What follows belongs to an exercise in optimizing a design on an open flow for small area; a production flow would make more cautious choices.
Only simulation tests tie the RTL to the original design; equivalence was not proved.
The flow treats the clock pin as an ideal source, which a real chip does not have.
Power is estimated from default activity; no workload was simulated.

==> harbor: inputs <==
Design chipemu80_core, start of the top module:
module chipemu80_core (
    input  wire        clk,
    input  wire        rst,
    output reg         mem_valid,
    output reg         mem_we,
    output reg  [15:0] mem_addr,
    output wire [7:0]  mem_wdata,
    input  wire        mem_ready,
    input  wire [7:0]  mem_rdata,
    output wire        halted,
    output wire        faulted,
    output wire [17:0] fault_addr,    
    output wire [15:0] fault_pc,
    output wire [7:0]  fault_op,
    output wire        unk_valid,
    output wire [7:0]  unk_op,
    output wire [15:0] unk_pc,
    output wire        render_yield,
    output wire [55:0] state_regs,    
    output wire [15:0] state_pc,
    output wire [15:0] state_sp,
    output wire [5:0]  state_flags    
);
    localparam [4:0]
        S_FRSP   = 5'b00001,
        S_DEC    = 5'b00010,
        S_RSP2   = 5'b00011,   
        S_DONE   = 5'b00100,
        S_HALT   = 5'b00110,
        S_FAULT  = 5'b00111,
        S_INIT   = 5'b01000,
        S_PX     = 5'b01001,   
        S_SPINC  = 5'b01010,   
        S_RING8  = 5'b01011,   
        S_CRING2 = 5'b01100,   
        S_FETCH  = 5'b10000,
        S_ORD    = 5'b10001,   
        S_HRD    = 5'b10010,   
        S_HWR    = 5'b11010,   
  ...
export LEC_CHECK = 0
export CAP_MARGIN = 20
export CORE_MARGIN = 2
export CORE_UTILIZATION = 40
export PLACE_DENSITY = 0.6
export SLEW_MARGIN = 20
create_clock -name core_clock -period 8.0 [get_ports {clk}]
standard.sh (not shown) runs the stock make flow with config.mk's settings and CLKGATE_MAP_FILE= SYNTH_SCRIPT=/design/flow/synth_recipe.tcl, a recipe that flattens the netlist after the stock synthesis.
==> flow/flow/run.sh <==
#!/bin/bash
# Own layout flow. It runs the standard flow with three changes:
#  1. after the standard synthesis, the combinational logic between the
#     registers is re-optimised for area by ABC (the register cells and
#     their names are kept exactly as the standard synthesis made them);
#  2. the port buffers that global placement inserts use buf_1;
#  3. clock tree synthesis uses clkbuf_8 buffers and no dummy loads.
# Each tool writes its full output to a log file in this folder.
set -euo pipefail
export BUFFER_PORTS_ARGS="-buffer_cell sky130_fd_sc_hd__buf_1"
export CTS_ARGS="-sink_clustering_enable -repair_clock_nets -dont_use_dummy_load -root_buf sky130_fd_sc_hd__clkbuf_8 -buf_list sky130_fd_sc_hd__clkbuf_8"

W=$PWD
R=$W/orfs/results/$FLOW_PLATFORM/chipemu80_core/base
LIB=$FLOW_HOME/platforms/$FLOW_PLATFORM/lib/sky130_fd_sc_hd__tt_025C_1v80.lib
YOSYS=$FLOW_HOME/../tools/install/yosys/bin/yosys
[[ -x $YOSYS ]] || YOSYS=yosys

bash standard.sh synth > synth.log 2>&1
cp $R/1_2_yosys.v $W/std_netlist.v

DU=$(sed -n '/DONT_USE_CELLS/,/^$/p' $FLOW_HOME/platforms/$FLOW_PLATFORM/config.mk | tr -d '\\' | tr ' ' '\n' | grep '^sky130' | sed 's/^/-dont_use /' | tr '\n' ' ')
printf 'strash\n&get -n\n&deepsyn -T 60\n&nf -a\n&put\ndnsize\n' > $W/reopt.abc
cat > $W/reopt.ys <<EOT
read_liberty -ignore_miss_func $LIB
read_verilog $W/std_netlist.v
hierarchy -top $FLOW_TOP
setattr -mod -set keep_hierarchy 1 sky130_fd_sc_hd__*df* sky130_fd_sc_hd__conb_1
flatten
opt_clean -purge
abc -liberty $LIB $DU -script $W/reopt.abc
opt_clean -purge
splitnets
opt_clean -purge
hilomap -singleton -hicell sky130_fd_sc_hd__conb_1 HI -locell sky130_fd_sc_hd__conb_1 LO
insbuf -buf sky130_fd_sc_hd__buf_4 A X
opt_clean -purge
select -module $FLOW_TOP
select -clear
blackbox sky130_fd_sc_hd__*
tee -o $W/reopt_stat.txt stat -liberty $LIB
write_verilog -noattr -nohex -nodec $W/reopt_netlist.v
EOT
$YOSYS -s $W/reopt.ys > $W/reopt.log 2>&1
cp $W/reopt_netlist.v $R/1_2_yosys.v
rm -f $R/1_synth.odb $R/1_synth.sdc
bash standard.sh > flow.log 2>&1
==> ember: changes against harbor <==
==> flow/flow/run.sh (replaced) <==
#!/bin/bash
# Own layout flow. It runs the standard flow with three changes:
#  1. after the standard synthesis, the combinational logic between the
#     registers is re-optimised for area by ABC (the register cells and
#     their names are kept exactly as the standard synthesis made them);
#     ABC runs with four seeds and the smallest result is kept;
#  2. the buffers synthesis leaves are removed at floorplan, and the port
#     buffers that global placement inserts use buf_1;
#  3. clock tree synthesis uses clkbuf_8 buffers and no dummy loads; then
#     leaf clock buffers that drive at most 9 sinks are resized to clkbuf_4
#     (post_cts.tcl can also merge leaves; CLK_MAX_FANOUT=0 turns that off).
# Each tool writes its full output to a log file in this folder.
set -euo pipefail
export BUFFER_PORTS_ARGS="-buffer_cell sky130_fd_sc_hd__buf_1"
export CTS_ARGS="-sink_clustering_enable -repair_clock_nets -dont_use_dummy_load -root_buf sky130_fd_sc_hd__clkbuf_8 -buf_list sky130_fd_sc_hd__clkbuf_8"

W=$PWD
export POST_CTS_TCL=$W/flow/post_cts.tcl
export CLK_SMALL_FANOUT=9
export CLK_MAX_FANOUT=0
export REMOVE_ABC_BUFFERS=1
R=$W/orfs/results/$FLOW_PLATFORM/chipemu80_core/base
LIB=$FLOW_HOME/platforms/$FLOW_PLATFORM/lib/sky130_fd_sc_hd__tt_025C_1v80.lib
YOSYS=$FLOW_HOME/../tools/install/yosys/bin/yosys
[[ -x $YOSYS ]] || YOSYS=yosys

bash standard.sh synth > synth.log 2>&1
cp $R/1_2_yosys.v $W/std_netlist.v

DU=$(sed -n '/DONT_USE_CELLS/,/^$/p' $FLOW_HOME/platforms/$FLOW_PLATFORM/config.mk | tr -d '\\' | tr ' ' '\n' | grep '^sky130' | sed 's/^/-dont_use /' | tr '\n' ' ')
# ABC script: deepsyn (four random seeds) then the area mapper amap
for S in 0 1 2 3; do
  printf 'strash\n&get -n\n&deepsyn -T 60 -S %s\n&put\namap\ndnsize\n' $S > $W/reopt$S.abc
done
for S in 0 1 2 3; do
  cat > $W/reopt$S.ys <<EOT
read_liberty -ignore_miss_func $LIB
read_verilog $W/std_netlist.v
hierarchy -top $FLOW_TOP
setattr -mod -set keep_hierarchy 1 sky130_fd_sc_hd__*df* sky130_fd_sc_hd__conb_1
flatten
opt_clean -purge
abc -liberty $LIB $DU -script $W/reopt$S.abc
opt_clean -purge
tee -o $W/reopt${S}_stat.txt stat -liberty $LIB
splitnets
opt_clean -purge
hilomap -singleton -hicell sky130_fd_sc_hd__conb_1 HI -locell sky130_fd_sc_hd__conb_1 LO
insbuf -buf sky130_fd_sc_hd__buf_4 A X
opt_clean -purge
blackbox sky130_fd_sc_hd__*
write_verilog -noattr -nohex -nodec $W/reopt${S}_netlist.v
EOT
  $YOSYS -s $W/reopt$S.ys > $W/reopt$S.log 2>&1 &
done
wait
best=""; besta=1e18
for S in 0 1 2 3; do
  a=$( { grep "Chip area for module" $W/reopt${S}_stat.txt 2>/dev/null | tail -n 1 || echo "none 1e18"; } | awk '{print $NF}')
  echo "reopt seed $S area $a" >> $W/reopt_choice.log
  if awk "BEGIN{exit !($a < $besta)}"; then besta=$a; best=$S; fi
done
echo "chosen seed $best" >> $W/reopt_choice.log
cp $W/reopt${best}_netlist.v $W/reopt_netlist.v
cp $W/reopt_netlist.v $R/1_2_yosys.v
rm -f $R/1_synth.odb $R/1_synth.sdc
bash standard.sh > flow.log 2>&1
==> flow/flow/post_cts.tcl (new file) <==
# After clock tree synthesis: leaf clock buffers that drive few flip-flops
# are merged with a nearby leaf (up to CLK_MAX_FANOUT sinks per leaf), and
# leaves that drive at most CLK_SMALL_FANOUT sinks are resized to clkbuf_4.
# The placement is then legalised again.
set block [ord::get_db_block]
set maxf $::env(CLK_MAX_FANOUT)

proc leaf_info {block} {
  # leaf clock buffers: CTS buffers whose output drives only flip-flop pins
  set leaves {}
  foreach inst [$block getInsts] {
    set name [$inst getName]
    if {![string match clkbuf_* $name]} { continue }
    set onet ""
    foreach it [$inst getITerms] {
      if {[$it isOutputSignal]} { set onet [$it getNet] }
    }
    if {$onet eq "" || $onet eq "NULL"} { continue }
    set sinks 0
    set isleaf 1
    foreach it [$onet getITerms] {
      if {[$it isOutputSignal]} { continue }
      set m [[[$it getInst] getMaster] getName]
      if {[string match *clkbuf* $m]} { set isleaf 0 }
      incr sinks
    }
    if {$isleaf} { lappend leaves [list $inst $onet $sinks] }
  }
  return $leaves
}

set merged 0
while {1} {
  set leaves [lsort -integer -index 2 [leaf_info $block]]
  set done 1
  foreach a $leaves {
    lassign $a ia na fa
    lassign [$ia getLocation] xa ya
    set best ""; set bd 1e18
    foreach b $leaves {
      lassign $b ib nb fb
      if {$ib eq $ia || $fa + $fb > $maxf} { continue }
      lassign [$ib getLocation] xb yb
      set d [expr {abs($xa - $xb) + abs($ya - $yb)}]
      if {$d < $bd} { set bd $d; set best $b }
    }
    if {$best eq ""} { continue }
    lassign $best ib nb fb
    foreach it [$na getITerms] {
      if {[$it isOutputSignal]} { continue }
      $it disconnect
      $it connect $nb
    }
    foreach it [$ia getITerms] { $it disconnect }
    odb::dbInst_destroy $ia
    odb::dbNet_destroy $na
    incr merged
    set done 0
    break
  }
  if {$done} { break }
}

set small [get_lib_cells sky130_fd_sc_hd__clkbuf_4]
set n 0
foreach l [leaf_info $block] {
  lassign $l inst net sinks
  if {$sinks <= $::env(CLK_SMALL_FANOUT)} {
    replace_cell [get_cells [$inst getName]] $small
    incr n
  }
}
puts "post_cts: merged $merged leaf clock buffers, resized $n to clkbuf_4"
detailed_placement
check_placement -verbose
GPL_TIMING_DRIVEN = 0   (was unset)
==> notes <==
Of harbor and ember, harbor has the higher clock power (gap about 20%, measured against ember).
Of harbor and ember, harbor has the higher non-clock buffer count (gap 3).
In harbor the sequential power is larger than in ember, by about 4%.
Of harbor and ember, ember has the higher sequential share of layout area (gap 1.7 points).
Hold slack: ember is worse than harbor (0.018 ns).
In harbor the die area is larger than in ember, by 2.0%.
Against ember, the routed wire length of harbor is smaller by 2.7%.
==> figures <==
quantity	harbor	ember
Outcome	no timing/DRC/antenna violations	no timing/DRC/antenna violations
End of the worst register-to-register path	op[6]$_DFFE_PP_	t[7]$_DFFE_PP_
Number of stages on the worst setup path	5	7
Worst hold slack across all endpoints	0.446 ns	0.428 ns
Count of standard-cell rows	47	46
Ratio of layout area to synthesized area	1.046x	1.033x
Largest stage delay, worst path	0.68 ns	0.77 ns
Post-route setup slack	3.46 ns	2.95 ns
GR Layer Usage met3	6.21%	5.44%
Hold Path End	rE[4]$_DFFE_PP_	rD[0]$_DFFE_PP_
Number of instances in the synthesized netlist	592	623
Clock latency at the later pin of the worst-skew pair	0.44 ns	0.43 ns
Reported net switching power	1.26 mW	1.18 mW
Peak VDD IR	136 µV	162 µV
Clk pwr	0.395 mW	0.332 mW
Post-Route WL	16,900 µm	17,300 µm

==> afterwards: timing with drivers on the ports <==
Ports are ideal in the flow. The routed layouts listed here were re-timed in OpenROAD.
Step 1, drivers: a clkbuf_16 drives clk and a buf_2 each remaining input, both assumed.
Step 2 moves the port delays by t, midway between the first and last clock arrival at a register: inputs arrive t later, outputs are due t later. That takes back most of the time a late clock gives input paths.
a / b / c = ideal ports / drivers / drivers and shift; a / b = the first two.
| run | shift t [ns] | slack for setup (ns) | clock arrival spread, ns | worst slew at a driven data input, ns |
|---|---|---|---|---|
| harbor | 0.468 | 3.455 / 3.417 / 3.885 | 0.023 / 0.023 | 0.03 |
| ember | 0.446 | 2.946 / 2.912 / 3.298 | 0.033 / 0.034 | 0.03 |
After both steps setup and hold are still met in every run listed.
